What follows belongs to an exercise in optimizing a design on an open flow for small area, a short achievable clock period and few clock cycles; a production flow would make more cautious choices. Function was checked by simulation only, so behaviour that the tests miss may differ from the original. Power and IR drop assume default switching activity.

$ cat flow/run.sh
#!/bin/bash
# synth_recipe.tcl (not shown) runs the flow's synth.tcl, then flattens the netlist and writes it again
# the make line also repeats each setting of config.mk as NAME=value (left out here)
make -C /OpenROAD-flow-scripts/flow DESIGN_CONFIG=/design/flow/config.mk WORK_HOME=/design/flow/orfs CLKGATE_MAP_FILE= SYNTH_SCRIPT=/design/flow/synth_recipe.tcl finish
$ cat flow/config.mk
export PLATFORM = sky130hd
export DESIGN_NAME = sc57
export DESIGN_NICKNAME = sc57
export VERILOG_FILES = /design/flow/design.v
export SDC_FILE = /design/flow/constraint.sdc
export NUM_CORES = 4
export LEC_CHECK = 0
export CAP_MARGIN = 20
export CORE_MARGIN = 2
export CORE_UTILIZATION = 40
export PLACE_DENSITY = 0.6
export SLEW_MARGIN = 20
$ cat flow/constraint.sdc
create_clock -name core_clock -period 12.0 [get_ports {clk}]
set_input_delay 2.4000 -clock core_clock [delete_from_list [all_inputs] [get_ports {clk}]]
set_output_delay 2.4000 -clock core_clock [all_outputs]
set_load 0.01 [all_outputs]
$ cat flow/design.v
module sc57 (
    input  wire        clk,
    input  wire        rst,      
    input  wire        req,
    input  wire        we,
    input  wire [7:0]  addr,
    input  wire [63:0] wdata,
    output wire        ready,
    output reg         rvalid,
    output reg  [63:0] rdata
);
    localparam [2:0] ST_OK        = 3'd0,
                     ST_BADCODE   = 3'd1,
                     ST_BADXSUM   = 3'd2,
                     ST_RANGE     = 3'd3,
                     ST_ILLEGAL   = 3'd4;
    localparam [2:0] S_IDLE   = 3'd0,
                     S_PACK   = 3'd1,
                     S_XSUM   = 3'd2,
                     S_ENC    = 3'd3,
                     S_DCHK   = 3'd4,
                     S_DEC    = 3'd5,
                     S_DSTORE = 3'd6,
                     S_UNPK   = 3'd7;
    reg [2:0]  status_code;
    reg [6:0]  tlen;
    reg [7:0]  bufr [0:17];
    reg [7:0]  txt  [0:63];
    reg [63:0] m_matchid;
    reg [63:0] m_resid;
    reg [31:0] m_tvport;
    reg [15:0] x_gap;
    reg [15:0] x_outline;
    reg [7:0]  x_red;
    reg [7:0]  x_green;
    reg [7:0]  x_blue;
    reg [7:0]  x_alpha;
    reg [7:0]  x_splitdist;
    reg [15:0] x_fixedgap;
    reg [7:0]  x_color;
    reg        x_outline_en;
    reg [3:0]  x_inneralpha;
    reg [3:0]  x_outeralpha;
    reg [3:0]  x_splitratio;
    reg [15:0] x_thickness;
    reg [2:0]  x_style;
    reg        x_centerdot;
    reg        x_deployedgap;
    reg        x_alpha_en;
    reg        x_tstyle;
    reg [15:0] x_length;
    reg        x_followrecoil;
    reg [2:0]   state;
    reg         cmd_env;       
    reg         cmd_pay;
    reg         cmd_x;         
    reg [6:0]   cnt;           
    reg [149:0] w;             
    reg [7:0]   gcar;          
    reg [7:0]   raddr;         
    reg [2:0]   dchr;          
    reg [2:0]   dgrp;          
    reg         dafter;        
    reg         dlast;         
    reg         pd_v;          
    reg [5:0]   pd;
    reg         ovf;           
    assign ready = (state == S_IDLE);
    wire accept   = req && ready;
    wire wr       = accept && we;
    wire rd       = accept && !we;
    wire [4:0] buf_idx = addr[4:0] - 5'h10;    
    function [7:0] alpha_char;
        input [5:0] d;
        begin
            if (d < 6'd8)       alpha_char = 8'h41 + {2'b00, d};           
            else if (d < 6'd25) alpha_char = 8'h42 + {2'b00, d};           
            else if (d < 6'd31) alpha_char = 8'h61 + {2'b00, d} - 8'd25;   
            else if (d < 6'd35) alpha_char = 8'h68 + {2'b00, d} - 8'd31;   
            else if (d < 6'd49) alpha_char = 8'h6D + {2'b00, d} - 8'd35;   
            else                alpha_char = 8'h32 + {2'b00, d} - 8'd49;   
        end
    endfunction
    function [6:0] alpha_index;
        input [7:0] c;
        reg   [7:0] t;
        begin
            t = 8'd0;
            alpha_index = 7'd0;
            if (c >= 8'h41 && c <= 8'h48)      begin t = c - 8'h41;          alpha_index = {1'b1, t[5:0]}; end
            else if (c >= 8'h4A && c <= 8'h5A) begin t = c - 8'h42;          alpha_index = {1'b1, t[5:0]}; end
            else if (c >= 8'h61 && c <= 8'h66) begin t = c - 8'h61 + 8'd25; alpha_index = {1'b1, t[5:0]}; end
            else if (c >= 8'h68 && c <= 8'h6B) begin t = c - 8'h68 + 8'd31; alpha_index = {1'b1, t[5:0]}; end
            else if (c >= 8'h6D && c <= 8'h7A) begin t = c - 8'h6D + 8'd35; alpha_index = {1'b1, t[5:0]}; end
            else if (c >= 8'h32 && c <= 8'h39) begin t = c - 8'h32 + 8'd49; alpha_index = {1'b1, t[5:0]}; end
        end
    endfunction
    wire [143:0] mpack_bytes = {
        m_matchid[7:0],   m_matchid[15:8],  m_matchid[23:16], m_matchid[31:24],
        m_matchid[39:32], m_matchid[47:40], m_matchid[55:48], m_matchid[63:56],
        m_resid[7:0],     m_resid[15:8],    m_resid[23:16],   m_resid[31:24],
        m_resid[39:32],   m_resid[47:40],   m_resid[55:48],   m_resid[63:56],
        m_tvport[7:0],    m_tvport[15:8]
    };
    wire [143:0] xpack_bytes = {
        8'd0, 8'd1, x_gap[7:0], x_outline[7:0], x_red, x_green, x_blue, x_alpha,
        x_splitdist, x_fixedgap[7:0],
        x_inneralpha, x_outline_en, x_color[2:0],
        x_splitratio, x_outeralpha,
        x_thickness[7:0],
        x_tstyle, x_alpha_en, x_deployedgap, x_centerdot, x_style, 1'b0,
        x_length[7:0], 8'd0, 8'd0, 8'd0
    };
    wire [7:0] buf_sum = bufr[1] + bufr[2] + bufr[3] + bufr[4] + bufr[5] + bufr[6]
                       + bufr[7] + bufr[8] + bufr[9] + bufr[10] + bufr[11] + bufr[12]
                       + bufr[13] + bufr[14] + bufr[15] + bufr[16] + bufr[17];
    wire [143:0] buf_flat = {
        bufr[0],  bufr[1],  bufr[2],  bufr[3],  bufr[4],  bufr[5],
        bufr[6],  bufr[7],  bufr[8],  bufr[9],  bufr[10], bufr[11],
        bufr[12], bufr[13], bufr[14], bufr[15], bufr[16], bufr[17]
    };
    wire [7:0] enc_pos = {cnt, 1'b0};                
    wire [1:0] enc_bits = {buf_flat[8'd143 - enc_pos], buf_flat[8'd142 - enc_pos]};
    reg [149:0] w_enc;
    reg [7:0]   gcar_n;
    reg [4:0]   g_act;
    integer s, j, g;
    reg ec, eco, egg, epp;
    reg [5:0] ed;
    reg [2:0] elo;
    always @(*) begin
        w_enc  = w;
        gcar_n = gcar;
        for (g = 0; g < 5; g = g + 1) begin
            for (s = 0; s < 2; s = s + 1) begin
                ec = (g == 0) ? enc_bits[1 - s] : gcar[(g - 1) * 2 + s];
                for (j = g * 5; j < g * 5 + 5; j = j + 1) begin
                    ed  = w_enc[6 * j +: 6];
                    egg = ed[5] | (ed[4] & ed[3] & ed[2] & (ed[1] | ed[0]));   
                    epp = (ed == 6'd28);
                    eco = egg | (epp & ec);
                    elo = {ed[1:0], ec};
                    w_enc[6 * j +: 6] = eco ? {ed[4:2] + {2'b00, |elo}, elo - 3'd1}
                                            : {ed[4:0], ec};
                    ec = eco;
                end
                if (g < 4) gcar_n[g * 2 + s] = ec;
            end
        end
    end
    always @(*) begin
        for (g = 0; g < 5; g = g + 1)
            g_act[g] = (cnt >= g) && (cnt < 72 + g);
    end
    reg [149:0] w_encg;
    always @(*) begin
        for (g = 0; g < 5; g = g + 1)
            w_encg[30 * g +: 30] = g_act[g] ? w_enc[30 * g +: 30] : w[30 * g +: 30];
    end
    wire [7:0]   pchar = rdata[7:0];            
    wire [6:0]   pidx  = alpha_index(pchar);
    wire         phyp  = (pchar == 8'h2D);
    wire [5:0]   ppos  = raddr[5:0];
    wire [149:0] acc_next = {w[143:0], 6'd0} - {3'd0, w[143:0], 3'd0} + {6'd0, w[143:0]}
                          + {144'd0, pd};
    wire csgo_ok = (txt[0] == 8'h43) && (txt[1] == 8'h53) && (txt[2] == 8'h47) &&
                   (txt[3] == 8'h4F);
    wire txt4_hyp = (txt[4] == 8'h2D);
    function legal_cmd;
        input [7:0] wd;
        begin
            case (wd)
                8'h02, 8'h03, 8'h0C, 8'h0D, 8'h0E, 8'h0F,
                8'h14, 8'h15, 8'h16, 8'h17: legal_cmd = 1'b1;
                default:                    legal_cmd = 1'b0;
            endcase
        end
    endfunction
    integer i;
    always @(posedge clk) begin
        if (rst) begin
            state       <= S_IDLE;
            status_code <= ST_OK;
            tlen        <= 7'd0;
        end else begin
            case (state)
            S_IDLE: begin
                if (wr) begin
                    case (addr)
                        8'h00: begin
                            if (!legal_cmd(wdata[7:0])) begin
                                status_code <= ST_ILLEGAL;
                            end else begin
                                cmd_env <= wdata[1];
                                cmd_pay <= wdata[2];
                                cmd_x   <= wdata[4];
                                if (wdata[0]) state <= S_DCHK;        
                                else if (wdata[2]) state <= S_PACK;   
                                else state <= S_ENC;
                                cnt  <= 7'd0;
                                w    <= 150'd0;
                                gcar <= 8'd0;
                            end
                        end
                        8'h01: ;   
                        8'h02: tlen <= wdata[6:0];
                        8'h30: m_matchid <= wdata;
                        8'h31: m_resid   <= wdata;
                        8'h32: m_tvport  <= wdata[31:0];
                        8'h80: x_gap          <= wdata[15:0];
                        8'h81: x_outline      <= wdata[15:0];
                        8'h82: x_red          <= wdata[7:0];
                        8'h83: x_green        <= wdata[7:0];
                        8'h84: x_blue         <= wdata[7:0];
                        8'h85: x_alpha        <= wdata[7:0];
                        8'h86: x_splitdist    <= wdata[7:0];
                        8'h87: x_fixedgap     <= wdata[15:0];
                        8'h88: x_color        <= wdata[7:0];
                        8'h89: x_outline_en   <= wdata[0];
                        8'h8A: x_inneralpha   <= wdata[3:0];
                        8'h8B: x_outeralpha   <= wdata[3:0];
                        8'h8C: x_splitratio   <= wdata[3:0];
                        8'h8D: x_thickness    <= wdata[15:0];
                        8'h8E: x_style        <= wdata[2:0];
                        8'h8F: x_centerdot    <= wdata[0];
                        8'h90: x_deployedgap  <= wdata[0];
                        8'h91: x_alpha_en     <= wdata[0];
                        8'h92: x_tstyle       <= wdata[0];
                        8'h93: x_length       <= wdata[15:0];
                        8'h94: x_followrecoil <= wdata[0];
                        default: begin
                            if (addr >= 8'h10 && addr <= 8'h21)
                                bufr[buf_idx] <= wdata[7:0];
                            else if (addr >= 8'h40 && addr <= 8'h7F)
                                txt[addr[5:0]] <= wdata[7:0];
                        end
                    endcase
                end
            end
            S_PACK: begin
                for (i = 0; i < 18; i = i + 1) begin
                    bufr[i] <= cmd_x ? xpack_bytes[143 - 8*i -: 8] : mpack_bytes[143 - 8*i -: 8];
                end
                state <= cmd_x ? S_XSUM : (cmd_env ? S_ENC : S_IDLE);
                if (!cmd_x && !cmd_env) status_code <= ST_OK;
            end
            S_XSUM: begin
                bufr[0] <= buf_sum;
                state   <= cmd_env ? S_ENC : S_IDLE;
                if (!cmd_env) status_code <= ST_OK;
            end
            S_ENC: begin
                w    <= w_encg;
                gcar <= gcar_n;
                cnt  <= cnt + 7'd1;
                if (cnt == 7'd76) begin
                    for (i = 0; i < 25; i = i + 1)
                        txt[5 + i + i / 5] <= alpha_char(w[6 * i +: 6]);
                    txt[0]  <= 8'h43;   
                    txt[1]  <= 8'h53;   
                    txt[2]  <= 8'h47;   
                    txt[3]  <= 8'h4F;   
                    txt[4]  <= 8'h2D;
                    txt[10] <= 8'h2D;
                    txt[16] <= 8'h2D;
                    txt[22] <= 8'h2D;
                    txt[28] <= 8'h2D;
                    tlen        <= 7'd34;
                    status_code <= ST_OK;
                    state       <= S_IDLE;
                end
            end
            S_DCHK: begin
                dchr   <= 3'd0;
                dgrp   <= 3'd0;
                dafter <= 1'b0;
                dlast  <= 1'b0;
                pd_v   <= 1'b0;
                pd     <= 6'd0;
                ovf    <= 1'b0;
                if (!cmd_env) begin
                    state <= S_UNPK;                   
                end else if (tlen < 7'd29 || tlen > 7'd34) begin
                    status_code <= ST_BADCODE;
                    state       <= S_IDLE;
                end else begin
                    state <= S_DEC;
                end
            end
            S_DEC: begin
                if (pd_v) begin
                    w[143:0] <= acc_next[143:0];
                    if (acc_next[149:144] != 6'd0) ovf <= 1'b1;
                end
                pd_v <= 1'b0;
                if (dlast) begin
                    state <= S_DSTORE;
                end else if (dafter && phyp) begin
                    dafter <= 1'b0;                    
                end else if (!pidx[6]) begin
                    status_code <= ST_BADCODE;
                    state       <= S_IDLE;
                end else begin
                    pd     <= pidx[5:0];
                    pd_v   <= 1'b1;
                    dafter <= 1'b0;
                    if (dchr == 3'd4) begin
                        dchr   <= 3'd0;
                        dgrp   <= dgrp + 3'd1;
                        dafter <= 1'b1;
                        if (dgrp == 3'd4) begin
                            if (csgo_ok && (ppos == 6'd4 || (ppos == 6'd5 && txt4_hyp))) begin
                                dlast <= 1'b1;
                            end else begin
                                status_code <= ST_BADCODE;
                                state       <= S_IDLE;
                            end
                        end
                    end else begin
                        dchr <= dchr + 3'd1;
                    end
                end
            end
            S_DSTORE: begin
                if (ovf) begin
                    status_code <= ST_RANGE;
                    state       <= S_IDLE;
                end else begin
                    for (i = 0; i < 18; i = i + 1) bufr[i] <= w[143 - 8*i -: 8];
                    if (cmd_pay) begin
                        state <= S_UNPK;
                    end else begin
                        status_code <= ST_OK;
                        state       <= S_IDLE;
                    end
                end
            end
            S_UNPK: begin
                state <= S_IDLE;
                if (!cmd_x) begin
                    m_matchid <= {bufr[7],  bufr[6],  bufr[5],  bufr[4],
                                  bufr[3],  bufr[2],  bufr[1],  bufr[0]};
                    m_resid   <= {bufr[15], bufr[14], bufr[13], bufr[12],
                                  bufr[11], bufr[10], bufr[9],  bufr[8]};
                    m_tvport  <= {16'd0, bufr[17], bufr[16]};
                    status_code <= ST_OK;
                end else if (buf_sum != bufr[0]) begin
                    status_code <= ST_BADXSUM;
                end else begin
                    x_gap         <= {{8{bufr[2][7]}}, bufr[2]};
                    x_outline     <= {8'd0, bufr[3]};
                    x_red         <= bufr[4];
                    x_green       <= bufr[5];
                    x_blue        <= bufr[6];
                    x_alpha       <= bufr[7];
                    x_splitdist   <= bufr[8];
                    x_fixedgap    <= {{8{bufr[9][7]}}, bufr[9]};
                    x_color       <= {5'd0, bufr[10][2:0]};
                    x_outline_en  <= bufr[10][3];
                    x_inneralpha  <= bufr[10][7:4];
                    x_outeralpha  <= bufr[11][3:0];
                    x_splitratio  <= bufr[11][7:4];
                    x_thickness   <= {8'd0, bufr[12]};
                    x_style       <= bufr[13][3:1];
                    x_centerdot   <= bufr[13][4];
                    x_deployedgap <= bufr[13][5];
                    x_alpha_en    <= bufr[13][6];
                    x_tstyle      <= bufr[13][7];
                    x_length      <= {8'd0, bufr[14]};
                    status_code   <= ST_OK;
                end
            end
            default: state <= S_IDLE;
            endcase
        end
    end
    always @(posedge clk) begin
        if (rd)
            raddr <= addr;
        else if (state == S_DCHK)
            raddr <= {2'b01, tlen[5:0] - 6'd1};
        else if (state == S_DEC && !dlast &&
                 ((dafter && phyp) || pidx[6]))
            raddr <= raddr - 8'd1;
    end
    wire [4:0] rbuf_idx = raddr[4:0] - 5'h10;
    always @(*) begin
        rdata = 64'd0;
        case (raddr)
            8'h01: rdata = {61'd0, status_code};
            8'h02: rdata = {57'd0, tlen};
            8'h30: rdata = m_matchid;
            8'h31: rdata = m_resid;
            8'h32: rdata = {32'd0, m_tvport};
            8'h80: rdata = {48'd0, x_gap};
            8'h81: rdata = {48'd0, x_outline};
            8'h82: rdata = {56'd0, x_red};
            8'h83: rdata = {56'd0, x_green};
            8'h84: rdata = {56'd0, x_blue};
            8'h85: rdata = {56'd0, x_alpha};
            8'h86: rdata = {56'd0, x_splitdist};
            8'h87: rdata = {48'd0, x_fixedgap};
            8'h88: rdata = {56'd0, x_color};
            8'h89: rdata = {63'd0, x_outline_en};
            8'h8A: rdata = {60'd0, x_inneralpha};
            8'h8B: rdata = {60'd0, x_outeralpha};
            8'h8C: rdata = {60'd0, x_splitratio};
            8'h8D: rdata = {48'd0, x_thickness};
            8'h8E: rdata = {61'd0, x_style};
            8'h8F: rdata = {63'd0, x_centerdot};
            8'h90: rdata = {63'd0, x_deployedgap};
            8'h91: rdata = {63'd0, x_alpha_en};
            8'h92: rdata = {63'd0, x_tstyle};
            8'h93: rdata = {48'd0, x_length};
            8'h94: rdata = {63'd0, x_followrecoil};
            default: begin
                if (raddr >= 8'h10 && raddr <= 8'h21)
                    rdata = {56'd0, bufr[rbuf_idx]};
                else if (raddr >= 8'h40 && raddr <= 8'h7F)
                    rdata = {56'd0, txt[raddr[5:0]]};
            end
        endcase
    end
    always @(posedge clk) begin
        if (rst) rvalid <= 1'b0;
        else     rvalid <= rd;
    end
endmodule
==> impl_metrics.env, run 1 <==
export IMPL_end_kind="output port"
export IMPL_period_minus_slack_ps=8570
export IMPL_maxCapViolCount=0
export IMPL_pwr_density_cell_nw_per_um2=101
export IMPL_io_pin_count=142
export IMPL_h_tree_depth=4
export IMPL_async_reset_ff_share_pct=0
export IMPL_path_buf_inv=5
export IMPL_setup_viol=0
export IMPL_ctsResizeCount=0
export IMPL_startpoint_type="register"
export IMPL_slowest_delay_ps=710
export IMPL_critPathMaxFanout=32
export IMPL_leakagePower_nw=41.3
export IMPL_viasPerCell=6.67
export IMPL_fmax_ghz=0.117
export IMPL_worstPathRequired_ps=9600
export IMPL_syn_area_per_cell_sq_um=9.62
export IMPL_fin_skew_ps=75.4
export IMPL_instances_no_fill=13400
export IMPL_slew_headroom_pct=14.2
export IMPL_nNetsFinal=10900
export IMPL_syn_inst=10000
export IMPL_clk_pin_slew_ps=60
export IMPL_cts_tree="built"
export IMPL_worst_path_most_repeated_cell="buf_4"
export IMPL_cp_arrival_ps=6170
export IMPL_vias=89500
export IMPL_layout_drive_gt1_share_pct=9.93
export IMPL_start_util_pct=40.2
export IMPL_setup_ws_ps=3430
export IMPL_path_class="register to output port"
export IMPL_rsz0062_at_grt="no"
export IMPL_cp_slowest_cell="o21ai_0"
export IMPL_ys_top_cells_by_count="nand2_1, edfxtp_1, a21oi_1, inv_1, o21ai_0"
export IMPL_dpl_instance_area_sq_um=102000
export IMPL_fin_crit_sh_pct=71.5
export IMPL_cts_sinks=1273
export IMPL_cts_setup_buffers=0
export IMPL_fin_tns_setup_ps=0
export IMPL_clk_insertion_delay_late_ps=890
export IMPL_syn_area_sq_um=96600
export IMPL_grt_max_degree=119
export IMPL_postRouteAntennaNets=0
export IMPL_busiest_layer="met2"
export IMPL_die_area_sq_um=245000
export IMPL_globalRouteTotalUtil_pct=40.3
export IMPL_antenna_found_initial=64
export IMPL_cts_buffer_depth=3
export IMPL_placedCellCount=13100
export IMPL_critical_path_cell_chain="buf_4 > buf_4 > mux4_2 > a22o_1 > o21ai_0 > o211ai_1 > a2111oi_2 > buf_2 > a41o_1 > inv_1 > clkdlybuf4s50_1"
export IMPL_core_area_sq_um=240000
export IMPL_synth_seq_area_share_pct=38.6
export IMPL_use_met2_pct=59.5
export IMPL_synth_edff_count=1181
export IMPL_drc=0
export IMPL_tightest_slew_ps=1280
export IMPL_die_h_um=495
export IMPL_cts_root_buf="clkbuf_16"
export IMPL_ir_worst_vdd_uv=104
export IMPL_numPortBuffers=141
export IMPL_dp_hpwl_um=392000
export IMPL_yosys_area_top_type="edfxtp_1"
export IMPL_grt_pass1_vias=83400
export IMPL_grt_overflow=0
export IMPL_drt_iter0_markers=13300
export IMPL_netlist_area_leader_share_pct=36.7
export IMPL_slew_violations=0
export IMPL_whs_ps=460
export IMPL_status="finished clean"
export IMPL_synthTopCellsByArea="edfxtp_1, ha_1, mux4_2"
export IMPL_fin_util_pct=44.9
export IMPL_p_total_mw=10.9
export IMPL_syn_to_final_growth_pct=11.8
export IMPL_fp_row_count=180
export IMPL_die_w_um=495
export IMPL_hold_violations=0
export IMPL_synth_seq_cells=1273
export IMPL_cts_buffers_inserted=158
export IMPL_wl_per_cell_um=37.7
export IMPL_fin_area_sq_um=108000
export IMPL_crit_family="buffers and inverters"
export IMPL_dp_slack_ps=4130
export IMPL_synth_cell_types=113
export IMPL_wirelength_um=506000
export IMPL_grt_pass1_wl_um=688000
export IMPL_met1_usage_pct=51.4
export IMPL_synth_most_common_cell="nand2_1"
export IMPL_synthFlopType="edfxtp_1"
export IMPL_synth_warnings=1
export IMPL_gp_congestion=1.08
export IMPL_min_path_type="register to register"
export IMPL_hold_buffers=0
export IMPL_first_pass_iters=11
export IMPL_use_met3_pct=12.1
## cell type report
class                   count  area (sq um)
well taps                3185          3990
repair buffers            450          3800
clock buffers             196          4150
fillers                 22800        132000
inverters                 726          2730
flip-flops and latches   1273         37300
clock inverters            91          1210
multi-input cells        7446         54600
diodes                     58           145
## worst reg2reg max path: stages, from the launching register on
cell and delay [ps]:
edfxtp_1 1000, inv_1 620, fa_1 650, inv_1 40
ha_1 400, nand2_1 200, nor3_1 280, nand3_1 450
nor4_1 580, and3_1 490, nor3_1 100, buf_4 200
o21ai_0 710, nand4_1 420, and3b_1 320, o21ai_1 130
buf_4 220, a41oi_1 160, xnor2_1 160, a2111oi_0 420
and4_1 260, a21oi_1 80
## kinds of logic after synthesis
group / count (synthesis) / synth area share [%]
xor gates and xnor gates: 381 / 3.46
AOI/OAI and AO/OA: 2866 / 19.2
other: 1 / 0.00388
adders and majority gates: 760 / 11.7
DFF: 1273 / 38.6
and+or+nand+nor: 2866 / 13.5
muxes: 477 / 7.83
buffers and inverters: 1409 / 5.69
## per-layer routing
layer / up-vias / share of wire [%]
li1: 37200 / -
met2: 6109 / 43
met5: - / 0.058
met1: 44900 / 38
met3: 1323 / 11
met4: 40 / 7.5
## where the power goes
group / switching (mW) / total (mW) / internal, mW
clock network: 2.23 / 5.05 / 2.82
registers: 0.0290 / 4.90 / 4.88
logic: 0.625 / 0.905 / 0.280
## cell usage in the layout, fill, tap and decap left out, drive strengths merged, types with 216 or more instances in the layout
master,synthesis,final
fa,234,234
nand2,1213,1213
ha,525,525
a21oi,726,726
inv,707,709
xnor2,268,268
nor2,589,589
nand3,367,367
buf,129,315
o21ai,619,619
mux2i,216,216
mux4,216,216
edfxtp,1181,1181
## sequential cells by signal, summed over array words and instances (netlist names), 16 cells and up, named ones only
signal       flops
x_fixedgap      16
txt            512
x_length        16
m_tvport        32
bufr           240
m_resid         64
x_thickness     16
x_outline       16
w              150
x_gap           16
m_matchid       64
## final timing paths
kind	start	end	slack, ps	cells after the start
hold reg to reg	txt[10][7]	txt[10][7]	460	2
setup / recovery	raddr[0]	rdata[0]	3430	11
hold / removal	txt[10][7]	txt[10][7]	460	2
setup reg to reg	w[53]	ovf	3870	21
Testbench counts, summed over its fixed seeds: cycles 40,448.
==> run 2: changes to the inputs <==
--- a/flow/design.v
+++ b/flow/design.v
@@ -19,7 +19,6 @@
                      S_XSUM   = 3'd2,
                      S_ENC    = 3'd3,
-                     S_DCHK   = 3'd4,
                      S_DEC    = 3'd5,
-                     S_DSTORE = 3'd6,
+                     S_XCHK   = 3'd6,
                      S_UNPK   = 3'd7;
     reg [2:0]  status_code;
@@ -58,12 +57,12 @@
     reg [149:0] w;             
     reg [7:0]   gcar;          
-    reg [7:0]   raddr;         
     reg [2:0]   dchr;          
     reg [2:0]   dgrp;          
-    reg         dafter;        
+    reg         xok;           
     reg         dlast;         
     reg         pd_v;          
     reg [5:0]   pd;
     reg         ovf;           
+    reg [7:0]   raddr;         
     assign ready = (state == S_IDLE);
     wire accept   = req && ready;
@@ -122,4 +121,5 @@
     wire [7:0] enc_pos = {cnt, 1'b0};                
     wire [1:0] enc_bits = {buf_flat[8'd143 - enc_pos], buf_flat[8'd142 - enc_pos]};
+    integer i, ci, ri, gi, ga, gb;
     reg [149:0] w_enc;
     reg [7:0]   gcar_n;
@@ -150,18 +150,43 @@
     end
     always @(*) begin
-        for (g = 0; g < 5; g = g + 1)
-            g_act[g] = (cnt >= g) && (cnt < 72 + g);
+        for (ga = 0; ga < 5; ga = ga + 1)
+            g_act[ga] = (cnt >= ga) && (cnt < 72 + ga);
+    end
+    reg [29:0] conv_grp;
+    reg [39:0] conv_chr;
+    always @(*) begin
+        case (cnt[2:0])
+            3'd0:    conv_grp = w[29:0];       
+            3'd1:    conv_grp = w[59:30];
+            3'd2:    conv_grp = w[89:60];
+            3'd3:    conv_grp = w[119:90];
+            default: conv_grp = w[149:120];
+        endcase
+        for (ci = 0; ci < 5; ci = ci + 1)
+            conv_chr[8 * ci +: 8] = alpha_char(conv_grp[6 * ci +: 6]);
     end
     reg [149:0] w_encg;
     always @(*) begin
-        for (g = 0; g < 5; g = g + 1)
-            w_encg[30 * g +: 30] = g_act[g] ? w_enc[30 * g +: 30] : w[30 * g +: 30];
+        for (gb = 0; gb < 5; gb = gb + 1)
+            w_encg[30 * gb +: 30] = g_act[gb] ? w_enc[30 * gb +: 30] : w[30 * gb +: 30];
     end
     wire [7:0]   pchar = rdata[7:0];            
     wire [6:0]   pidx  = alpha_index(pchar);
-    wire         phyp  = (pchar == 8'h2D);
     wire [5:0]   ppos  = raddr[5:0];
     wire [149:0] acc_next = {w[143:0], 6'd0} - {3'd0, w[143:0], 3'd0} + {6'd0, w[143:0]}
                           + {144'd0, pd};
+    reg hyp_prev;                                
+    always @(*) begin
+        case (ppos)
+            6'd10, 6'd11, 6'd15, 6'd16, 6'd17, 6'd20, 6'd21, 6'd22, 6'd23,
+            6'd25, 6'd26, 6'd27, 6'd28, 6'd29:
+                hyp_prev = (txt[ppos - 6'd1] == 8'h2D);
+            default:
+                hyp_prev = 1'b0;
+        endcase
+    end
+    wire dec_skip = (dchr == 3'd4) && (dgrp != 3'd4) && hyp_prev;
+    wire dec_ovf  = ovf || (acc_next[149:144] != 6'd0);
+    wire tlen_ok  = (tlen >= 7'd29) && (tlen <= 7'd34);
     wire csgo_ok = (txt[0] == 8'h43) && (txt[1] == 8'h53) && (txt[2] == 8'h47) &&
                    (txt[3] == 8'h4F);
@@ -177,5 +202,4 @@
         end
     endfunction
-    integer i;
     always @(posedge clk) begin
         if (rst) begin
@@ -195,7 +219,20 @@
                                 cmd_pay <= wdata[2];
                                 cmd_x   <= wdata[4];
-                                if (wdata[0]) state <= S_DCHK;        
+                                if (wdata[0]) begin                   
+                                    if (!wdata[1])
+                                        state <= wdata[4] ? S_XCHK : S_UNPK;
+                                    else if (!tlen_ok)
+                                        status_code <= ST_BADCODE;
+                                    else
+                                        state <= S_DEC;
+                                end
                                 else if (wdata[2]) state <= S_PACK;   
                                 else state <= S_ENC;
+                                dchr <= 3'd0;
+                                dgrp <= 3'd0;
+                                dlast <= 1'b0;
+                                pd_v <= 1'b0;
+                                pd   <= 6'd0;
+                                ovf  <= 1'b0;
                                 cnt  <= 7'd0;
                                 w    <= 150'd0;
@@ -254,7 +291,9 @@
                 gcar <= gcar_n;
                 cnt  <= cnt + 7'd1;
+                for (gi = 0; gi < 5; gi = gi + 1)
+                    if (cnt == 7'd72 + gi)
+                        for (i = 0; i < 5; i = i + 1)
+                            txt[5 + 6 * gi + i] <= conv_chr[8 * i +: 8];
                 if (cnt == 7'd76) begin
-                    for (i = 0; i < 25; i = i + 1)
-                        txt[5 + i + i / 5] <= alpha_char(w[6 * i +: 6]);
                     txt[0]  <= 8'h43;   
                     txt[1]  <= 8'h53;   
@@ -271,42 +310,32 @@
                 end
             end
-            S_DCHK: begin
-                dchr   <= 3'd0;
-                dgrp   <= 3'd0;
-                dafter <= 1'b0;
-                dlast  <= 1'b0;
-                pd_v   <= 1'b0;
-                pd     <= 6'd0;
-                ovf    <= 1'b0;
-                if (!cmd_env) begin
-                    state <= S_UNPK;                   
-                end else if (tlen < 7'd29 || tlen > 7'd34) begin
-                    status_code <= ST_BADCODE;
-                    state       <= S_IDLE;
-                end else begin
-                    state <= S_DEC;
-                end
-            end
             S_DEC: begin
                 if (pd_v) begin
                     w[143:0] <= acc_next[143:0];
-                    if (acc_next[149:144] != 6'd0) ovf <= 1'b1;
+                    ovf      <= dec_ovf;
                 end
                 pd_v <= 1'b0;
                 if (dlast) begin
-                    state <= S_DSTORE;
-                end else if (dafter && phyp) begin
-                    dafter <= 1'b0;                    
+                    if (dec_ovf) begin
+                        status_code <= ST_RANGE;
+                        state       <= S_IDLE;
+                    end else begin
+                        for (i = 0; i < 18; i = i + 1) bufr[i] <= acc_next[143 - 8*i -: 8];
+                        if (cmd_pay) begin
+                            state <= cmd_x ? S_XCHK : S_UNPK;
+                        end else begin
+                            status_code <= ST_OK;
+                            state       <= S_IDLE;
+                        end
+                    end
                 end else if (!pidx[6]) begin
                     status_code <= ST_BADCODE;
                     state       <= S_IDLE;
                 end else begin
-                    pd     <= pidx[5:0];
-                    pd_v   <= 1'b1;
-                    dafter <= 1'b0;
+                    pd   <= pidx[5:0];
+                    pd_v <= 1'b1;
                     if (dchr == 3'd4) begin
-                        dchr   <= 3'd0;
-                        dgrp   <= dgrp + 3'd1;
-                        dafter <= 1'b1;
+                        dchr <= 3'd0;
+                        dgrp <= dgrp + 3'd1;
                         if (dgrp == 3'd4) begin
                             if (csgo_ok && (ppos == 6'd4 || (ppos == 6'd5 && txt4_hyp))) begin
@@ -322,17 +351,7 @@
                 end
             end
-            S_DSTORE: begin
-                if (ovf) begin
-                    status_code <= ST_RANGE;
-                    state       <= S_IDLE;
-                end else begin
-                    for (i = 0; i < 18; i = i + 1) bufr[i] <= w[143 - 8*i -: 8];
-                    if (cmd_pay) begin
-                        state <= S_UNPK;
-                    end else begin
-                        status_code <= ST_OK;
-                        state       <= S_IDLE;
-                    end
-                end
+            S_XCHK: begin
+                xok   <= (buf_sum == bufr[0]);
+                state <= S_UNPK;
             end
             S_UNPK: begin
@@ -345,5 +364,5 @@
                     m_tvport  <= {16'd0, bufr[17], bufr[16]};
                     status_code <= ST_OK;
-                end else if (buf_sum != bufr[0]) begin
+                end else if (!xok) begin
                     status_code <= ST_BADXSUM;
                 end else begin
@@ -375,50 +394,64 @@
         end
     end
+    reg        rs_stat, rs_tlen, rs_buf, rs_txt;
+    reg [2:0]  rs_m;
+    reg [20:0] rs_x;
+    wire a_buf = (addr >= 8'h10) && (addr <= 8'h21);
+    wire start_dec = wr && (addr == 8'h00) && legal_cmd(wdata[7:0]) && wdata[0] && wdata[1] &&
+                     tlen_ok;
+    wire a_txt = (addr[7:6] == 2'b01);
     always @(posedge clk) begin
-        if (rd)
-            raddr <= addr;
-        else if (state == S_DCHK)
-            raddr <= {2'b01, tlen[5:0] - 6'd1};
-        else if (state == S_DEC && !dlast &&
-                 ((dafter && phyp) || pidx[6]))
-            raddr <= raddr - 8'd1;
+        if (rd) begin
+            raddr   <= addr;
+            rs_stat <= (addr == 8'h01);
+            rs_tlen <= (addr == 8'h02);
+            rs_buf  <= a_buf;
+            rs_txt  <= a_txt;
+            for (ri = 0; ri < 3; ri = ri + 1)  rs_m[ri] <= (addr == 8'h30 + ri);
+            for (ri = 0; ri < 21; ri = ri + 1) rs_x[ri] <= (addr == 8'h80 + ri);
+        end else if (start_dec) begin
+            raddr   <= {2'b01, tlen[5:0] - 6'd1};
+            rs_stat <= 1'b0;
+            rs_tlen <= 1'b0;
+            rs_buf  <= 1'b0;
+            rs_txt  <= 1'b1;
+            rs_m    <= 3'd0;
+            rs_x    <= 21'd0;
+        end else if (state == S_DEC && !dlast && pidx[6]) begin
+            raddr <= raddr - (dec_skip ? 8'd2 : 8'd1);
+        end
     end
     wire [4:0] rbuf_idx = raddr[4:0] - 5'h10;
+    wire [7:0] rbuf = bufr[rbuf_idx];
+    wire [7:0] rtxt = txt[raddr[5:0]];
     always @(*) begin
-        rdata = 64'd0;
-        case (raddr)
-            8'h01: rdata = {61'd0, status_code};
-            8'h02: rdata = {57'd0, tlen};
-            8'h30: rdata = m_matchid;
-            8'h31: rdata = m_resid;
-            8'h32: rdata = {32'd0, m_tvport};
-            8'h80: rdata = {48'd0, x_gap};
-            8'h81: rdata = {48'd0, x_outline};
-            8'h82: rdata = {56'd0, x_red};
-            8'h83: rdata = {56'd0, x_green};
-            8'h84: rdata = {56'd0, x_blue};
-            8'h85: rdata = {56'd0, x_alpha};
-            8'h86: rdata = {56'd0, x_splitdist};
-            8'h87: rdata = {48'd0, x_fixedgap};
-            8'h88: rdata = {56'd0, x_color};
-            8'h89: rdata = {63'd0, x_outline_en};
-            8'h8A: rdata = {60'd0, x_inneralpha};
-            8'h8B: rdata = {60'd0, x_outeralpha};
-            8'h8C: rdata = {60'd0, x_splitratio};
-            8'h8D: rdata = {48'd0, x_thickness};
-            8'h8E: rdata = {61'd0, x_style};
-            8'h8F: rdata = {63'd0, x_centerdot};
-            8'h90: rdata = {63'd0, x_deployedgap};
-            8'h91: rdata = {63'd0, x_alpha_en};
-            8'h92: rdata = {63'd0, x_tstyle};
-            8'h93: rdata = {48'd0, x_length};
-            8'h94: rdata = {63'd0, x_followrecoil};
-            default: begin
-                if (raddr >= 8'h10 && raddr <= 8'h21)
-                    rdata = {56'd0, bufr[rbuf_idx]};
-                else if (raddr >= 8'h40 && raddr <= 8'h7F)
-                    rdata = {56'd0, txt[raddr[5:0]]};
-            end
-        endcase
+        rdata = ({64{rs_stat}} & {61'd0, status_code})
+              | ({64{rs_tlen}} & {57'd0, tlen})
+              | ({64{rs_buf}}  & {56'd0, rbuf})
+              | ({64{rs_txt}}  & {56'd0, rtxt})
+              | ({64{rs_m[0]}} & m_matchid)
+              | ({64{rs_m[1]}} & m_resid)
+              | ({64{rs_m[2]}} & {32'd0, m_tvport})
+              | ({64{rs_x[0]}}  & {48'd0, x_gap})
+              | ({64{rs_x[1]}}  & {48'd0, x_outline})
+              | ({64{rs_x[2]}}  & {56'd0, x_red})
+              | ({64{rs_x[3]}}  & {56'd0, x_green})
+              | ({64{rs_x[4]}}  & {56'd0, x_blue})
+              | ({64{rs_x[5]}}  & {56'd0, x_alpha})
+              | ({64{rs_x[6]}}  & {56'd0, x_splitdist})
+              | ({64{rs_x[7]}}  & {48'd0, x_fixedgap})
+              | ({64{rs_x[8]}}  & {56'd0, x_color})
+              | ({64{rs_x[9]}}  & {63'd0, x_outline_en})
+              | ({64{rs_x[10]}} & {60'd0, x_inneralpha})
+              | ({64{rs_x[11]}} & {60'd0, x_outeralpha})
+              | ({64{rs_x[12]}} & {60'd0, x_splitratio})
+              | ({64{rs_x[13]}} & {48'd0, x_thickness})
+              | ({64{rs_x[14]}} & {61'd0, x_style})
+              | ({64{rs_x[15]}} & {63'd0, x_centerdot})
+              | ({64{rs_x[16]}} & {63'd0, x_deployedgap})
+              | ({64{rs_x[17]}} & {63'd0, x_alpha_en})
+              | ({64{rs_x[18]}} & {63'd0, x_tstyle})
+              | ({64{rs_x[19]}} & {48'd0, x_length})
+              | ({64{rs_x[20]}} & {63'd0, x_followrecoil});
     end
     always @(posedge clk) begin
--- a/flow/config.mk
+++ b/flow/config.mk
@@ -8,5 +8,7 @@
 export CAP_MARGIN = 20
 export CORE_MARGIN = 2
-export CORE_UTILIZATION = 40
+export CORE_UTILIZATION = 45
 export PLACE_DENSITY = 0.6
+export SETUP_SLACK_MARGIN = 5
 export SLEW_MARGIN = 20
+export TNS_END_PERCENT = 100
==> run 2 against run 1 <==
First-iteration DRC count decreased by 3.3%. Critical endpoint is now rdata[4]. Via count decreased by 10%. Die area decreased by 17%. Area after synthesis decreased by 6.8%. Wire length decreased by 7.4%. Largest power group is now registers. Highest routed layer unchanged. Synthesized cell count decreased by 13%. Sequential power increased by 12%.
==> impl_metrics.env, run 2 <==
export IMPL_async_reset_ff_share_pct=0
export IMPL_hold_end="txt[10][1]"
export IMPL_largest_register="txt"
export IMPL_slew_headroom_pct=10.6
export IMPL_synth_seq_cells=1315
export IMPL_synth_cell_types=102
export IMPL_path_buf_inv=4
export IMPL_slew_violations=0
export IMPL_cts_buffer_depth=3
export IMPL_start_util_pct=45.2
export IMPL_grt_pass1_wl_um=630000
export IMPL_yosys_area_top_type="edfxtp_1"
export IMPL_setup_ws_ps=4800
export IMPL_ir_worst_vdd_uv=495
export IMPL_die_w_um=451
export IMPL_synthFlopType="edfxtp_1"
export IMPL_slowest_delay_ps=1010
export IMPL_drt_iter0_markers=12900
export IMPL_clk_insertion_delay_late_ps=890
export IMPL_synthTopCellsByArea="edfxtp_1, mux4_2, ha_1"
export IMPL_io_pin_count=142
export IMPL_crit_family="buffers and inverters"
export IMPL_leakagePower_nw=38.3
export IMPL_final_common_cell="edfxtp_1"
export IMPL_fin_tns_setup_ps=0
export IMPL_drc=0
export IMPL_viasPerCell=6.88
export IMPL_globalRouteTotalUtil_pct=45.1
export IMPL_syn_area_sq_um=90000
export IMPL_numPortBuffers=141
export IMPL_p_total_mw=15.8
export IMPL_grt_pass1_vias=75300
export IMPL_antenna_found_initial=63
export IMPL_use_met2_pct=67.0
export IMPL_maxCapViolCount=0
export IMPL_hold_buffers=0
export IMPL_worstPathRequired_ps=9600
export IMPL_first_pass_iters=6
export IMPL_setup_viol=0
export IMPL_worst_path_most_repeated_cell="buf_4"
export IMPL_gp_congestion=1.12
export IMPL_die_area_sq_um=204000
export IMPL_top_regs="txt x512, bufr x256, w x150"
export IMPL_nNetsFinal=9553
export IMPL_cp_arrival_ps=4800
export IMPL_status="finished clean"
export IMPL_h_tree_depth=4
export IMPL_use_met3_pct=13.5
export IMPL_fmax_ghz=0.139
export IMPL_min_path_cells=2
export IMPL_grt_overflow=0
export IMPL_critPathMaxFanout=46
export IMPL_end_kind="output port"
export IMPL_ys_top_cells_by_count="edfxtp_1, nand2_1, inv_1, a21oi_1, o21ai_0"
export IMPL_whs_ps=475
export IMPL_syn_to_final_growth_pct=12.2
export IMPL_busiest_layer="met2"
export IMPL_met1_usage_pct=53.7
export IMPL_synth_most_common_cell="edfxtp_1"
export IMPL_cts_root_buf="clkbuf_16"
export IMPL_tightest_slew_ps=1300
export IMPL_fin_util_pct=50.7
export IMPL_fp_row_count=164
export IMPL_wirelength_um=469000
export IMPL_r2r_end="bufr[10][2]"
export IMPL_netlist_area_leader_share_pct=40.8
export IMPL_grt_max_degree=142
export IMPL_rsz0062_at_grt="yes"
export IMPL_layout_drive_gt1_share_pct=11.4
export IMPL_path_class="register to output port"
export IMPL_syn_inst=8696
export IMPL_dp_slack_ps=4050
export IMPL_core_area_sq_um=199000
export IMPL_synth_warnings=1
export IMPL_fin_crit_sh_pct=60.0
export IMPL_min_path_type="register to register"
export IMPL_wl_per_cell_um=40.2
export IMPL_die_h_um=451
export IMPL_syn_area_per_cell_sq_um=10.4
export IMPL_critical_path_cell_chain="buf_4 > buf_4 > a22oi_1 > nand4_1 > nor2_1 > nand4_1 > buf_4 > clkdlybuf4s50_1"
export IMPL_synth_edff_count=1223
export IMPL_cts_buffers_inserted=153
export IMPL_dp_hpwl_um=360000
export IMPL_vias=80400
export IMPL_startpoint_type="register"
export IMPL_postRouteAntennaNets=0
export IMPL_cp_slowest_cell="nor2_1"
export IMPL_largest_reg_flops=512
export IMPL_pwr_density_cell_nw_per_um2=157
export IMPL_reg2reg_slack_ps=5030
export IMPL_cts_tree="built"
export IMPL_cts_sinks=1315
export IMPL_r2r_start="w[15]"
export IMPL_fin_skew_ps=72.0
export IMPL_hold_violations=0
export IMPL_synth_seq_area_share_pct=42.8
export IMPL_min_from="txt[10][1]"
export IMPL_clk_pin_slew_ps=70
export IMPL_final_cell_mix="edfxtp_1, nand2_1, inv_1, a21oi_1, o21ai_0"
export IMPL_period_minus_slack_ps=7200
export IMPL_rr_worst_depth=20
[run 2: cell type report]
cell class	instances	area (sq um)
inverter	778	2930
fill	18200	98300
multi-input combinational	6206	47500
antenna	44	110
sequential	1315	38600
tap	2656	3320
clock inverter	86	970
timing repair buffer	400	3500
clock buffer	195	4090
[run 2: metal layers]
metal / vias to the layer above / part of all wire, %
met5: - / 0.068
met4: 38 / 11
met3: 1637 / 11
met2: 6142 / 43
met1: 40000 / 35
li1: 32500 / -
[run 2: worst register-to-register path, stage by stage (launching register included)]
cell,delay (ps)
edfxtp_1,700
inv_1,280
fa_1,590
inv_1,40
ha_1,410
nand4_1,260
nor4_1,430
nand2_1,130
o221ai_2,340
o2111ai_1,310
a221oi_1,410
buf_4,270
a21oi_1,100
buf_4,190
o31ai_1,320
xor2_1,260
nor2_4,100
and4_4,270
buf_6,240
nor2_4,910
a221o_1,330
[run 2: metrics by stage]
step | std cells | area [sq um]
final | 11700 | 101000
after global routing | 11600 | 101000
after CTS | 11600 | 100000
after detailed placement | 11300 | 95000
after global placement | 11300 | 94900
after floorplan | 8807 | 90400
[run 2: how the worst max path moves through the flow]
stage / startpoint / to / slack, ps / cells after the start
after global routing: cnt[0] / w[29] / 4920 / 23
after global placement: w[3] / bufr[16][7] / 3860 / 19
final: rs_m[0] / rdata[4] / 4800 / 8
after floorplan: addr[7] / m_matchid[0] / 5510 / 7
after CTS: rs_m[2] / rdata[6] / 4940 / 9
after detailed placement: w[3] / bufr[13][1] / 4050 / 20
[run 2: logic make-up (layout without fill, tap and decap cells)]
family / Yosys count / count (layout) / synth area share (%)
simple gates: 2427 / 2428 / 12.5
compound gates: 2204 / 2204 / 16.1
flops: 1315 / 1315 / 42.8
buf+inv: 1287 / 1459 / 5.63
fa+ha+maj: 623 / 623 / 10.6
mux: 488 / 488 / 8.82
xor+xnor: 351 / 351 / 3.42
other cells: 1 / 156 / 0.00417
[run 2: power breakdown]
group,total (mW),switching (mW),internal (mW)
logic,5.50,3.32,2.18
registers,5.50,0.298,5.20
clock network,4.81,2.15,2.67
total,15.8,5.77,10.1
[run 2: repair_timing]
action / in CTS / in global routing
resized for setup: 31 / 26
pin swaps: 8 / 4
gates cloned: 3 / 0
endpoints found under the setup margin: 302 / 296
buffers inserted: 29 / 27
Testbench counts of run 2, summed over its fixed seeds: cycles 39,712.
==> run 3: changes to the inputs <==
--- a/flow/design.v
+++ b/flow/design.v
@@ -56,5 +56,5 @@
     reg [6:0]   cnt;           
     reg [149:0] w;             
-    reg [7:0]   gcar;          
+    reg [11:0]  gcar;          
     reg [2:0]   dchr;          
     reg [2:0]   dgrp;          
@@ -119,9 +119,10 @@
         bufr[12], bufr[13], bufr[14], bufr[15], bufr[16], bufr[17]
     };
-    wire [7:0] enc_pos = {cnt, 1'b0};                
-    wire [1:0] enc_bits = {buf_flat[8'd143 - enc_pos], buf_flat[8'd142 - enc_pos]};
+    wire [7:0] enc_pos = {1'b0, cnt} + {cnt, 1'b0};    
+    wire [2:0] enc_bits = {buf_flat[8'd143 - enc_pos], buf_flat[8'd142 - enc_pos],
+                           buf_flat[8'd141 - enc_pos]};
     integer i, ci, ri, gi, ga, gb;
     reg [149:0] w_enc;
-    reg [7:0]   gcar_n;
+    reg [11:0]  gcar_n;
     reg [4:0]   g_act;
     integer s, j, g;
@@ -133,6 +134,6 @@
         gcar_n = gcar;
         for (g = 0; g < 5; g = g + 1) begin
-            for (s = 0; s < 2; s = s + 1) begin
-                ec = (g == 0) ? enc_bits[1 - s] : gcar[(g - 1) * 2 + s];
+            for (s = 0; s < 3; s = s + 1) begin
+                ec = (g == 0) ? enc_bits[2 - s] : gcar[(g - 1) * 3 + s];
                 for (j = g * 5; j < g * 5 + 5; j = j + 1) begin
                     ed  = w_enc[6 * j +: 6];
@@ -145,5 +146,5 @@
                     ec = eco;
                 end
-                if (g < 4) gcar_n[g * 2 + s] = ec;
+                if (g < 4) gcar_n[g * 3 + s] = ec;
             end
         end
@@ -151,5 +152,5 @@
     always @(*) begin
         for (ga = 0; ga < 5; ga = ga + 1)
-            g_act[ga] = (cnt >= ga) && (cnt < 72 + ga);
+            g_act[ga] = (cnt >= ga) && (cnt < 48 + ga);
     end
     reg [29:0] conv_grp;
@@ -237,5 +238,5 @@
                                 cnt  <= 7'd0;
                                 w    <= 150'd0;
-                                gcar <= 8'd0;
+                                gcar <= 12'd0;
                             end
                         end
@@ -292,8 +293,8 @@
                 cnt  <= cnt + 7'd1;
                 for (gi = 0; gi < 5; gi = gi + 1)
-                    if (cnt == 7'd72 + gi)
+                    if (cnt == 7'd48 + gi)
                         for (i = 0; i < 5; i = i + 1)
                             txt[5 + 6 * gi + i] <= conv_chr[8 * i +: 8];
-                if (cnt == 7'd76) begin
+                if (cnt == 7'd52) begin
                     txt[0]  <= 8'h43;   
                     txt[1]  <= 8'h53;   
==> run 3 against run 2 <==
Clock skew shrank 7.0 ps. Still clean. Non-clock buffer count grew 243. Largest power group is now combinational cells. Critical path depth shrank 1.
==> impl_metrics.env, run 3 <==
export IMPL_status="finished clean"
export IMPL_synth_edff_count=1227
export IMPL_tightest_slew_ps=1370
export IMPL_grt_overflow=0
export IMPL_worstPathRequired_ps=9600
export IMPL_syn_inst=9588
export IMPL_hold_violations=0
export IMPL_drc=0
export IMPL_vias=88000
export IMPL_die_w_um=473
export IMPL_critPathMaxFanout=46
export IMPL_dp_slack_ps=2500
export IMPL_n_fill_cell=19800
export IMPL_cts_root_buf="clkbuf_16"
export IMPL_clk_pin_slew_ps=60
export IMPL_largest_register="txt"
export IMPL_start_util_pct=45.1
export IMPL_fin_skew_ps=65.0
export IMPL_leakagePower_nw=44.3
export IMPL_maxCapViolCount=0
export IMPL_h_tree_depth=4
export IMPL_syn_to_final_growth_pct=14.7
export IMPL_antenna_found_initial=59
export IMPL_setup_viol=0
export IMPL_clk_insertion_delay_late_ps=880
export IMPL_postRouteAntennaNets=0
export IMPL_slew_headroom_pct=7.98
export IMPL_largest_reg_flops=512
export IMPL_die_area_sq_um=224000
export IMPL_fmax_ghz=0.140
export IMPL_synthTopCellsByArea="edfxtp_1, mux4_2, ha_1"
export IMPL_cts_buffers_inserted=153
export IMPL_grt_max_degree=117
export IMPL_path_class="register to output port"
export IMPL_synth_cell_types=132
export IMPL_io_pin_count=142
export IMPL_numPortBuffers=141
export IMPL_dp_hpwl_um=357000
export IMPL_slew_violations=0
export IMPL_wl_per_cell_um=36.6
export IMPL_syn_area_sq_um=98900
export IMPL_globalRouteTotalUtil_pct=41.6
export IMPL_synth_area_mux_share_pct=11.7
export IMPL_synth_compound_area_share_pct=16.2
export IMPL_min_path_type="register to register"
export IMPL_ys_top_cells_by_count="edfxtp_1, nand2_1, inv_1, a21oi_1, nor2_1"
export IMPL_core_area_sq_um=219000
export IMPL_viasPerCell=6.77
export IMPL_gp_congestion=1.09
export IMPL_hold_buffers=0
export IMPL_layout_drive_gt1_share_pct=15.8
export IMPL_cts_tree="built"
export IMPL_synth_xor_area_share_pct=3.69
export IMPL_nNetsFinal=10800
export IMPL_syn_area_per_cell_sq_um=10.3
export IMPL_setup_ws_ps=4860
export IMPL_period_minus_slack_ps=7140
export IMPL_fin_crit_sh_pct=59.5
export IMPL_synthFlopType="edfxtp_1"
export IMPL_final_common_cell="edfxtp_1"
export IMPL_fin_tns_setup_ps=0
export IMPL_final_cell_mix="edfxtp_1, nand2_1, inv_1, a21oi_1, nor2_1"
export IMPL_synth_seq_cells=1319
export IMPL_ir_worst_vdd_uv=932
export IMPL_synth_simple_gate_area_share_pct=12.9
export IMPL_drt_iter0_markers=14200
export IMPL_grt_pass1_wl_um=650000
export IMPL_top_regs="txt x512, bufr x256, w x150"
export IMPL_fp_row_count=172
export IMPL_async_reset_ff_share_pct=0
export IMPL_end_kind="output port"
export IMPL_synth_most_common_cell="edfxtp_1"
export IMPL_cts_buffer_depth=3
export IMPL_synth_fa_ha_area_share_pct=10.9
export IMPL_first_pass_iters=7
export IMPL_netlist_area_leader_share_pct=37.3
export IMPL_yosys_area_top_type="edfxtp_1"
export IMPL_startpoint_type="register"
export IMPL_pwr_density_cell_nw_per_um2=337
export IMPL_wirelength_um=476000
export IMPL_synth_top_family_by_area="compound AO/OA/AOI/OAI gates"
export IMPL_die_h_um=473
export IMPL_grt_pass1_vias=82000
export IMPL_cts_sinks=1319
export IMPL_synth_warnings=1
export IMPL_rsz0062_at_grt="yes"
export IMPL_synth_seq_area_share_pct=39.1
export IMPL_cp_arrival_ps=4740
[run 3: cell type report]
| type | instances | area (sq um) | share of cell area, % |
|---|---|---|---|
| Multi-Input combinational cell | 7001 | 56700 | 50.0 |
| Sequential cell | 1319 | 38700 | 34.1 |
| Timing Repair Buffer | 643 | 5930 | 5.22 |
| Clock buffer | 187 | 4010 | 3.53 |
| Tap cell | 2871 | 3590 | 3.17 |
| Inverter | 854 | 3230 | 2.85 |
| Clock inverter | 99 | 1220 | 1.08 |
| Antenna cell | 25 | 62.6 | 0.0551 |
[run 3: worst paths after layout]
| path | endpoint | slack, ps | start | cells past startpoint |
|---|---|---|---|---|
| min reg2reg | txt[4][4] | 480 | txt[4][4] | 2 |
| max | rdata[4] | 4860 | rs_m[0] | 7 |
| max reg2reg | bufr[1][6] | 4940 | w[18] | 20 |
| min | txt[4][4] | 480 | txt[4][4] | 2 |
[run 3: where the power goes]
part,internal [mW],switching (mW)
logic,9.05,18.0
clock network,2.79,2.20
registers,5.52,0.720
total,17.4,20.9
[run 3: cell families (layout without fill, tap and decap cells)]
logic type / count (synthesis) / in the layout
buffers and inverters: 1379 / 1783
DFF: 1319 / 1319
xor gates and xnor gates: 415 / 415
and+or+nand+nor: 2697 / 2697
AOI/OAI and AO/OA: 2386 / 2386
adders and majority gates: 721 / 721
other: 1 / 137
muxes: 670 / 670
[run 3: worst max-delay path, stage by stage, from the launching register on]
cell           delay, ps
edfxtp_1             360
buf_4                260
buf_4                380
a222oi_1            1010
nand3_1              140
nor2_1               800
o211ai_4             450
dlygate4sd2_1        420
[run 3: layer usage]
layer	wire [um]	global-route usage, %	up-vias	share of wire [%]
li1	-	-	36400	-
met1	178000	54.3	43700	37
met2	195000	58.5	6508	41
met3	64200	14.2	1366	13
met4	39100	26.8	36	8.2
met5	347	0.130	-	0.073
[run 3: through the flow]
| stage | utilization [%] | instances | hold WS (ps) | power, mW | instance area [sq um] |
|---|---|---|---|---|---|
| global placement | 47.6 | 12400 | 460 | 30.9 | 104000 |
| detailed placement | 47.6 | 12400 | 469 | 31.1 | 104000 |
| floorplan | - | 9699 | 442 | 20.9 | 99300 |
| finish | 51.8 | 13000 | 483 | 38.3 | 113000 |
| CTS | 50.9 | 12800 | 477 | 36.7 | 112000 |
| global route | 51.8 | 13000 | 498 | 39.5 | 113000 |
[run 3: timing repair]
item / CTS / global route
resized for setup: 156 / 111
gates cloned: 12 / 2
setup endpoints to repair: 406 / 698
setup buffers: 107 / 135
pin swaps: 37 / 37
Testbench counts of run 3, summed over its fixed seeds: cycles 34,336.
==> run 4: changes to the inputs <==
--- a/flow/design.v
+++ b/flow/design.v
@@ -120,10 +120,9 @@
     };
     wire [7:0] enc_pos = {1'b0, cnt} + {cnt, 1'b0};    
-    wire [2:0] enc_bits = {buf_flat[8'd143 - enc_pos], buf_flat[8'd142 - enc_pos],
-                           buf_flat[8'd141 - enc_pos]};
-    integer i, ci, ri, gi, ga, gb;
+    wire [2:0] enc_bits = (cnt < 7'd48) ? {buf_flat[8'd143 - enc_pos], buf_flat[8'd142 - enc_pos],
+                                           buf_flat[8'd141 - enc_pos]} : 3'd0;
+    integer i, ci, ri, gi;
     reg [149:0] w_enc;
     reg [11:0]  gcar_n;
-    reg [4:0]   g_act;
     integer s, j, g;
     reg ec, eco, egg, epp;
@@ -150,8 +149,4 @@
         end
     end
-    always @(*) begin
-        for (ga = 0; ga < 5; ga = ga + 1)
-            g_act[ga] = (cnt >= ga) && (cnt < 48 + ga);
-    end
     reg [29:0] conv_grp;
     reg [39:0] conv_chr;
@@ -167,10 +162,6 @@
             conv_chr[8 * ci +: 8] = alpha_char(conv_grp[6 * ci +: 6]);
     end
-    reg [149:0] w_encg;
-    always @(*) begin
-        for (gb = 0; gb < 5; gb = gb + 1)
-            w_encg[30 * gb +: 30] = g_act[gb] ? w_enc[30 * gb +: 30] : w[30 * gb +: 30];
-    end
-    wire [7:0]   pchar = rdata[7:0];            
+    wire [7:0]   rtxt  = txt[raddr[5:0]];
+    wire [7:0]   pchar = rtxt;                  
     wire [6:0]   pidx  = alpha_index(pchar);
     wire [5:0]   ppos  = raddr[5:0];
@@ -289,5 +280,5 @@
             end
             S_ENC: begin
-                w    <= w_encg;
+                w    <= w_enc;
                 gcar <= gcar_n;
                 cnt  <= cnt + 7'd1;
@@ -425,5 +416,4 @@
     wire [4:0] rbuf_idx = raddr[4:0] - 5'h10;
     wire [7:0] rbuf = bufr[rbuf_idx];
-    wire [7:0] rtxt = txt[raddr[5:0]];
     always @(*) begin
         rdata = ({64{rs_stat}} & {61'd0, status_code})
--- a/flow/config.mk
+++ b/flow/config.mk
@@ -9,4 +9,5 @@
 export CORE_MARGIN = 2
 export CORE_UTILIZATION = 45
+export CTS_BUF_LIST = sky130_fd_sc_hd__clkbuf_8
 export PLACE_DENSITY = 0.6
 export SETUP_SLACK_MARGIN = 5
==> run 4 against run 3 <==
Still clean on timing, DRC and antenna. Area after synthesis decreased by 1.8%. Worst setup slack worse by 430 ps. Non-clock buffer count increased by 2. Clock skew up 40 ps. Largest power group unchanged.
==> impl_metrics.env, run 4 <==
export IMPL_numPortBuffers=141
export IMPL_startpoint_type="register"
export IMPL_largest_register="txt"
export IMPL_synth_warnings=1
export IMPL_setup_ws_ps=4440
export IMPL_syn_to_final_growth_pct=14.7
export IMPL_regArea_sq_um=38700
export IMPL_fin_tns_setup_ps=0
export IMPL_largest_reg_flops=512
export IMPL_synthFlopType="edfxtp_1"
export IMPL_status="finished clean"
export IMPL_synth_seq_cells=1319
export IMPL_worst_path_most_repeated_cell="ha_4"
export IMPL_ys_top_cells_by_count="edfxtp_1, nand2_1, inv_1, a21oi_1, ha_1"
export IMPL_wirelength_um=478000
export IMPL_leakagePower_nw=43.4
export IMPL_postRouteAntennaNets=0
export IMPL_die_h_um=469
export IMPL_viasPerCell=6.74
export IMPL_placedCellCount=12100
export IMPL_whs_ps=479
export IMPL_min_path_type="register to register"
export IMPL_first_pass_iters=7
export IMPL_grt_pass1_wl_um=649000
export IMPL_syn_area_sq_um=97200
export IMPL_final_common_cell="edfxtp_1"
export IMPL_io_pin_count=142
export IMPL_netlist_area_leader_share_pct=37.9
export IMPL_cts_buffers_inserted=232
export IMPL_core_area_sq_um=215000
export IMPL_fp_row_count=170
export IMPL_start_util_pct=45.3
export IMPL_end_kind="register"
export IMPL_final_cell_mix="edfxtp_1, nand2_1, inv_1, a21oi_1, buf_4"
export IMPL_min_path_cells=2
export IMPL_wl_per_cell_um=37.1
export IMPL_cts_tree="built"
export IMPL_antenna_found_initial=63
export IMPL_fin_crit_sh_pct=63.0
export IMPL_syn_inst=9328
export IMPL_drt_iter0_markers=13500
export IMPL_clk_insertion_delay_late_ps=1090
export IMPL_clk_pin_slew_ps=60
export IMPL_grt_max_degree=93
export IMPL_period_minus_slack_ps=7560
export IMPL_setup_viol=0
export IMPL_critPathMaxFanout=7
export IMPL_rr_worst_depth=37
export IMPL_instances_no_fill=12900
export IMPL_worstPathRequired_ps=12700
export IMPL_die_w_um=469
export IMPL_synth_edff_count=1227
export IMPL_n_fill_cell=19400
export IMPL_globalRouteTotalUtil_pct=42.6
export IMPL_multi_input_area_sq_um=55300
export IMPL_async_reset_ff_share_pct=0
export IMPL_maxCapViolCount=0
export IMPL_cts_sinks=1319
export IMPL_grt_overflow=0
export IMPL_ir_worst_vdd_uv=788
export IMPL_gp_congestion=1.05
export IMPL_die_area_sq_um=220000
export IMPL_synth_most_common_cell="edfxtp_1"
export IMPL_cts_root_buf="clkbuf_8"
export IMPL_cp_slowest_cell="fa_2"
export IMPL_grt_pass1_vias=80900
export IMPL_vias=86700
export IMPL_cp_arrival_ps=8260
export IMPL_hold_buffers=0
export IMPL_drc=0
export IMPL_slew_violations=0
export IMPL_dp_hpwl_um=359000
export IMPL_yosys_area_top_type="edfxtp_1"
export IMPL_dp_slack_ps=2480
export IMPL_synthTopCellsByArea="edfxtp_1, mux4_2, ha_1"
export IMPL_pwr_density_cell_nw_per_um2=195
export IMPL_h_tree_depth=4
export IMPL_top_regs="txt x512, bufr x256, w x150"
export IMPL_slowest_delay_ps=600
export IMPL_fin_skew_ps=105
export IMPL_synth_cell_types=139
export IMPL_rsz0062_at_grt="yes"
export IMPL_layout_drive_gt1_share_pct=16.7
export IMPL_fmax_ghz=0.132
export IMPL_tightest_slew_ps=1290
export IMPL_path_class="register to register"
export IMPL_syn_area_per_cell_sq_um=10.4
export IMPL_slew_headroom_pct=13.6
export IMPL_fin_util_pct=51.9
export IMPL_cts_buffer_depth=3
export IMPL_synth_seq_area_share_pct=39.8
export IMPL_nNetsFinal=10600
export IMPL_hold_violations=0
==> run 4: cell types whose count changed after synthesis, moves of 41 or more <==
cell      delta
nor4bb_1    -48
or2_2       -41
o221ai_1    +77
o22ai_1     -85
nor3_1      +47
a211o_1     -44
o21ai_0     -43
nor2_1      -77
==> run 4: cell families (layout without fill, tap and decap cells) <==
group / after synthesis / in the layout / synth area share [%]
AOI/OAI and AO/OA: 2254 / 2254 / 15.5
xor gates and xnor gates: 415 / 416 / 3.79
adders and majority gates: 712 / 712 / 11.0
buffers and inverters: 1374 / 1926 / 5.53
DFF: 1319 / 1319 / 39.8
muxes: 664 / 664 / 11.6
other: 1 / 158 / 0.00386
and+or+nand+nor: 2589 / 2591 / 12.7
==> run 4: critical path, delay by kind of cell, from the launching register on <==
| kind | cells | cell delay [ps] |
|---|---|---|
| compound gates | 10 | 1490 |
| xor+xnor | 1 | 220 |
| fa+ha+maj | 7 | 1730 |
| buf+inv | 7 | 920 |
| flops | 1 | 480 |
| mux | 3 | 1110 |
| simple gates | 9 | 1270 |
==> run 4: cell type report <==
type / count / area share (%)
multi-input cells: 6749 / 49.6
flip-flops and latches: 1319 / 34.7
repair buffers: 645 / 5.22
well taps: 2838 / 3.19
clock buffers: 244 / 3.01
inverters: 843 / 2.87
clock inverters: 194 / 1.23
diodes: 46 / 0.103
==> run 4: power breakdown <==
group / switching (mW) / internal, mW / total (mW)
sequential: 0.445 / 5.32 / 5.76
combinational: 7.26 / 4.38 / 11.6
clock: 2.21 / 2.15 / 4.35
==> run 4: what timing repair did <==
item	in CTS	in global routing
gates resized for setup	160	114
setup buffers	160	90
cloned	14	0
setup endpoints to repair	372	308
pin swaps	45	49
==> run 4: worst paths after layout <==
kind | startpoint | end | slack [ps]
worst max-delay path | cnt[1] | w[29] | 4440
worst max register to register | cnt[1] | w[29] | 4440
worst min-delay path | txt[3][7] | txt[3][7] | 480
worst min register to register | txt[3][7] | txt[3][7] | 480
==> run 4: metal layers <==
| layer | GRT usage [%] | vias up | share of wire [%] |
|---|---|---|---|
| li1 | - | 35700 | - |
| met5 | 0 | - | 0.12 |
| met4 | 23.3 | 37 | 6.8 |
| met3 | 16.2 | 1237 | 14 |
| met1 | 56.2 | 43300 | 38 |
| met2 | 60.1 | 6496 | 41 |
==> run 4: per-stage QoR <==
| step | power, mW | instance area, sq um |
|---|---|---|
| detailed placement | 16.7 | 103000 |
| CTS | 21.3 | 110000 |
| finish | 21.8 | 111000 |
| global route | 22.5 | 111000 |
| global placement | 16.6 | 103000 |
| floorplan | 12.8 | 97800 |
Testbench counts of run 4, summed over its fixed seeds: cycles 34,336.

re-timing with driven ports:
How much do the figures lean on ideal ports? The routed layouts below were timed once more, with nothing changed but the port constraints. Step 1 sets driving cells, clkbuf_16 on the clock port and buf_2 on the other inputs (assumed; they add their load-dependent delay and slew). Step 2, shift: input delay + t, output delay - t, t = (earliest + latest rising clock arrival at the registers) / 2. This alone moves slack from input paths to output paths. a / b / c = ideal / step 1 / step 2; a / b = the first two.
| run | shift t [ns] | setup slack, ns | clock arrival spread, ns | pins driven straight from the clock port |
|---|---|---|---|---|
| run 1 | 0.959 | 3.425 / 3.322 / 3.868 | 0.076 / 0.076 | 1 |
| run 2 | 0.955 | 4.797 / 4.698 / 4.572 | 0.072 / 0.072 | 1 |
| run 3 | 0.941 | 4.864 / 4.773 / 4.064 | 0.069 / 0.069 | 1 |
| run 4 | 1.136 | 4.439 / 4.439 / 4.084 | 0.110 / 0.110 | 1 |
After both steps setup and hold are still met in every run listed. The setup slack of run 3, which loses most, moves by -0.091 ns with the drivers and by -0.800 ns with both steps.
